Context: an optimization exercise on an open-source flow, tuned for small area. The choices shown serve that exercise and are no tape-out recipe.
RTL that was checked went through simulation tests only; none was proved equivalent to the original.
The flow treats the clock pin as an ideal source. Dropping or thinning the clock tree relies on that and would not hold on a real chip.
Power is estimated from default activity; no workload was simulated.

Design kfcu, start of the top module:
module kfcu (
    input  wire        clk,
    input  wire        rst,
    input  wire        cmd_valid,
    input  wire [3:0]  cmd_op,
    input  wire [15:0] cmd_arg,
    output wire        cmd_ready,
    output wire        rsp_valid,
    output wire [1:0]  rsp_err,
    output wire [15:0] rsp_data
);
Size in the first run: roughly 160 cells after synthesis, ~35 flip-flops, ~43 I/O pins, about 1700 µm² of cells after synthesis.
==> module kfcu, before the edit <==
module kfcu (
    input  wire        clk,
    input  wire        rst,
    input  wire        cmd_valid,
    input  wire [3:0]  cmd_op,
    input  wire [15:0] cmd_arg,
    output wire        cmd_ready,
    output wire        rsp_valid,
    output wire [1:0]  rsp_err,
    output wire [15:0] rsp_data
);
    localparam [6:0] CK_OFS  = 7'h25;
    localparam [2:0] K_STAT = 3'b000;    
    localparam [2:0] K_CK   = 3'b001;    
    localparam [2:0] K_ILL  = 3'b010;    
    localparam [2:0] K_ENC  = 3'b011;    
    localparam [2:0] K_RNG  = 3'b100;    
    localparam [2:0] K_OVR  = 3'b110;    
    localparam [2:0] K_DEC  = 3'b111;    
    reg [6:0] ak;        
    reg [6:0] pos;
    reg [7:0] stored;
    reg [8:0] cd;        
    reg [2:0] kind;
    reg       rvalid;
    wire svalid  = |pos;
    wire pos_end = pos[6] & pos[5] & pos[2] & pos[1] & pos[0];
    wire z_hi    = ~|cmd_arg[15:8];
    wire z_all   = z_hi & ~|cmd_arg[7:0];
    reg       ok;
    reg [2:0] kind_n;
    always @(*) begin
        case (cmd_op)
            4'h0, 4'h5,
            4'h8, 4'h9: ok = z_all;
            4'h1:       ok = ~|cmd_arg[15:9];
            4'h2:       ok = ~|cmd_arg[15:10] & ~cmd_arg[7];
            4'h3, 4'h4: ok = ~|cmd_arg[15:4];
            4'h6, 4'h7: ok = z_hi;
            default:    ok = 1'b0;
        endcase
        if (cmd_op[3] & (cmd_op[2] | cmd_op[1]))
            kind_n = K_ILL;
        else if (!ok)
            kind_n = K_RNG;
        else if (cmd_op == 4'h7 && pos_end)
            kind_n = K_OVR;
        else if (cmd_op == 4'h9)
            kind_n = K_STAT;
        else if (cmd_op[3] | cmd_op[2] & (cmd_op[1] | cmd_op[0]))
            kind_n = K_CK;
        else if (cmd_op[1])
            kind_n = K_DEC;
        else
            kind_n = K_ENC;
    end
    wire done   = ok & ~(cmd_op == 4'h7 && pos_end);
    wire do_clr = done & (cmd_op == 4'h5);
    wire do_add = done & ((cmd_op == 4'h6) | ((cmd_op == 4'h7) & svalid));
    wire do_inc = done & (cmd_op == 4'h7);
    wire       add_en = cmd_valid & do_add;
    wire       inc_en = cmd_valid & do_inc;
    wire       clr    = rst | (cmd_valid & do_clr);
    wire [6:0] addend = cmd_arg[6:0] & {7{add_en}};
    wire [7:0] ac;
    wire [6:0] ak_sum;
    wire [7:0] pc;
    wire [6:0] pos_inc;
    assign ac[0] = 1'b0;
    assign pc[0] = inc_en;
    genvar i;
    generate
        for (i = 0; i < 7; i = i + 1) begin : g_add
            assign ak_sum[i]  = ak[i] ^ addend[i] ^ ac[i];
            assign ac[i+1]    = (ak[i] & addend[i]) | (ak[i] & ac[i]) | (addend[i] & ac[i]);
            assign pos_inc[i] = pos[i] ^ pc[i];
            assign pc[i+1]    = pos[i] & pc[i];
        end
    endgenerate
    always @(posedge clk) begin
        if (clr) begin
            ak  <= CK_OFS;
            pos <= 7'd0;
        end else begin
            ak  <= ak_sum;
            pos <= pos_inc;
        end
        if (!svalid)
            stored <= cmd_arg[7:0];
        if (cmd_valid)
            cd <= {cmd_arg[8], cmd_arg[7] | cmd_arg[9], cmd_arg[6:0]};
        if (rst)
            kind <= K_STAT;
        else if (cmd_valid)
            kind <= kind_n;
        rvalid <= ~rst & cmd_valid;
    end
    wire sel_st  = (kind == K_STAT);
    wire sel_ck  = (kind == K_CK);
    wire sel_enc = (kind == K_ENC);
    wire sel_dec = (kind == K_DEC);
    wire sel_cd  = kind[1] & kind[0];
    wire st_sv   = sel_st & svalid;
    assign cmd_ready = 1'b1;
    assign rsp_valid = rvalid;
    assign rsp_err   = kind[2:1] & {2{~kind[0]}};
    assign rsp_data  = {{8{st_sv}} & stored, 8'h00}
                     | {6'd0, sel_enc & cd[8], sel_cd & cd[7], sel_dec & cd[8], 7'd0}
                     | {8'd0, st_sv, {7{sel_st}} & pos}
                     | {9'd0, {7{sel_ck}} & ak}
                     | {9'd0, {7{sel_cd}} & cd[6:0]};
endmodule
export LEC_CHECK = 0
export CAP_MARGIN = 20
export CORE_AREA = 2.3 2.72 58.88 59.84
export DIE_AREA = 0 0 61.18 62.56
export PLACE_DENSITY = 0.85
export SLEW_MARGIN = 20
create_clock -name core_clock -period 6.0 [get_ports {clk}]
standard.sh (not shown) runs the stock make flow with config.mk's settings and CLKGATE_MAP_FILE= SYNTH_SCRIPT=/design/flow/synth_recipe.tcl, a recipe that flattens the netlist after the stock synthesis.
==> flow/flow/run.sh <==
#!/bin/bash
# Own layout flow: the standard ORFS flow (standard.sh) with
#  - an area-oriented ABC mapping script in synthesis (the rest of the
#    synthesis, and so the registers and their names, is unchanged),
#  - port buffers, and the buffer synthesis puts on the constant output,
#    of the smallest buffer cell (buf_1),
#  - a clock tree of a few clock buffers fed from the clock port, built
#    after CTS in place of its H-tree (the design has 35 registers).
# Each tool run's output goes to its own log file in this folder.
set -euo pipefail
W=$(pwd)
rm -rf "$W/scripts_syn"
cp -r "$FLOW_HOME/scripts" "$W/scripts_syn"
cp "$W/flow/abc.script" "$W/scripts_syn/abc_speed.script"
cat > "$W/own_synth.tcl" <<EOT
set ::env(SCRIPTS_DIR) $W/scripts_syn
set ::env(MIN_BUF_CELL_AND_PORTS) "sky130_fd_sc_hd__buf_1 A X"
source $W/synth_recipe.tcl
EOT
sed "s#SYNTH_SCRIPT=[^ ]*#SYNTH_SCRIPT=$W/own_synth.tcl#" standard.sh > own.sh
grep -q own_synth.tcl own.sh
export BUFFER_PORTS_ARGS="-buffer_cell sky130_fd_sc_hd__buf_1"
export CTS_ARGS="-sink_clustering_enable -repair_clock_nets -dont_use_dummy_load"
export POST_CTS_TCL="$W/flow/clock_buffers.tcl"
export KF_CLKBUF_CELL=sky130_fd_sc_hd__clkbuf_4
export KF_CLKBUF_COUNT=4
bash own.sh synth > synth.log 2>&1
bash own.sh floorplan > floorplan.log 2>&1
bash own.sh place > place.log 2>&1
bash own.sh cts > cts.log 2>&1
bash own.sh route > route.log 2>&1
bash own.sh finish > finish.log 2>&1
Other scripts of this flow, unchanged in this note and not shown: flow/flow/abc.script, flow/flow/clock_buffers.tcl
Rerun with:
--- a/flow/design.v
+++ b/flow/design.v
@@ -9,14 +9,15 @@
     output wire [1:0]  rsp_err,
     output wire [15:0] rsp_data
 );
+    localparam [6:0] REC_LEN = 7'd103;
     localparam [6:0] CK_OFS  = 7'h25;
-    localparam [2:0] K_STAT = 3'b000;    
-    localparam [2:0] K_CK   = 3'b001;    
-    localparam [2:0] K_ILL  = 3'b010;    
-    localparam [2:0] K_ENC  = 3'b011;    
-    localparam [2:0] K_RNG  = 3'b100;    
-    localparam [2:0] K_OVR  = 3'b110;    
-    localparam [2:0] K_DEC  = 3'b111;    
+    localparam [2:0] K_STAT = 3'd6;
+    localparam [2:0] K_CK   = 3'd0;
+    localparam [2:0] K_ILL  = 3'd3;
+    localparam [2:0] K_ENC  = 3'd5;
+    localparam [2:0] K_RNG  = 3'd1;
+    localparam [2:0] K_OVR  = 3'd2;
+    localparam [2:0] K_DEC  = 3'd7;
     reg [6:0] ak;        
     reg [6:0] pos;
     reg [7:0] stored;
@@ -95,15 +96,25 @@
             kind <= kind_n;
         rvalid <= ~rst & cmd_valid;
     end
-    wire sel_st  = (kind == K_STAT);
-    wire sel_ck  = (kind == K_CK);
-    wire sel_enc = (kind == K_ENC);
-    wire sel_dec = (kind == K_DEC);
-    wire sel_cd  = kind[1] & kind[0];
+    reg sel_st, sel_ck, sel_enc, sel_dec, sel_cd;
+    reg [1:0] err_o;
+    always @(*) begin
+        {sel_st, sel_ck, sel_enc, sel_dec, sel_cd, err_o} = 7'bxxxxxxx;
+        case (kind)
+            K_STAT: {sel_st, sel_ck, sel_enc, sel_dec, sel_cd, err_o} = 7'b1000000;
+            K_CK:   {sel_st, sel_ck, sel_enc, sel_dec, sel_cd, err_o} = 7'b0100000;
+            K_ENC:  {sel_st, sel_ck, sel_enc, sel_dec, sel_cd, err_o} = 7'b0010100;
+            K_DEC:  {sel_st, sel_ck, sel_enc, sel_dec, sel_cd, err_o} = 7'b0001100;
+            K_ILL:  {sel_st, sel_ck, sel_enc, sel_dec, sel_cd, err_o} = 7'b0000001;
+            K_RNG:  {sel_st, sel_ck, sel_enc, sel_dec, sel_cd, err_o} = 7'b0000010;
+            K_OVR:  {sel_st, sel_ck, sel_enc, sel_dec, sel_cd, err_o} = 7'b0000011;
+            default: ;
+        endcase
+    end
     wire st_sv   = sel_st & svalid;
     assign cmd_ready = 1'b1;
     assign rsp_valid = rvalid;
-    assign rsp_err   = kind[2:1] & {2{~kind[0]}};
+    assign rsp_err   = err_o;
     assign rsp_data  = {{8{st_sv}} & stored, 8'h00}
                      | {6'd0, sel_enc & cd[8], sel_cd & cd[7], sel_dec & cd[8], 7'd0}
                      | {8'd0, st_sv, {7{sel_st}} & pos}
Outcome:
- utilization goes down by 0.54 points
- die area stays the same
- flip-flop and latch count stays the same
- total power goes up by about 5.5%
- combinational power goes up by about 70%
- fmax goes down by 3.9%
- clock skew is about the same
- first-iteration DRC count goes down by about 2.7%
- global-route usage goes up by 0.57 points
- via count is about the same
- cell count goes down by 3.2%
- hold slack degrades by 0.046 ns
- clock power goes up by about 0.8%
- register-to-register slack improves by 0.04 ns
No functional check of the RTL was part of the second run of this note. In every run of this note, the design's own scripts or RTL, not TritonCTS, make the clock network.

-- static timing again, ports no longer ideal --
In the flow no input, the clock included, has a driving cell. The finished layouts below were timed again as built, in two steps. Step 1 sets driving cells, clkbuf_16 on the clock port and buf_2 on the other inputs (assumed; they add their load-dependent delay and slew). Step 2 times the ports against the registers' clock, not the clock port: input delays grow and output delays shrink by t, the midpoint of the rising clock arrivals with the driver on. a / b / c = no drivers / after step 1 / after step 2; a / b = the first two.
run | shift t [ns] | setup WS [ns] | hold slack, ns
the first run | 0.192 | 0.659 / 0.673 / 0.481 | 0.577 / 0.577 / 0.577
the second run | 0.195 | 0.443 / 0.462 / 0.267 | 0.532 / 0.532 / 0.532
After both steps every run listed still meets setup and hold. The setup slack of the first run, which loses most, moves by +0.014 ns with the drivers and by -0.178 ns with both steps.
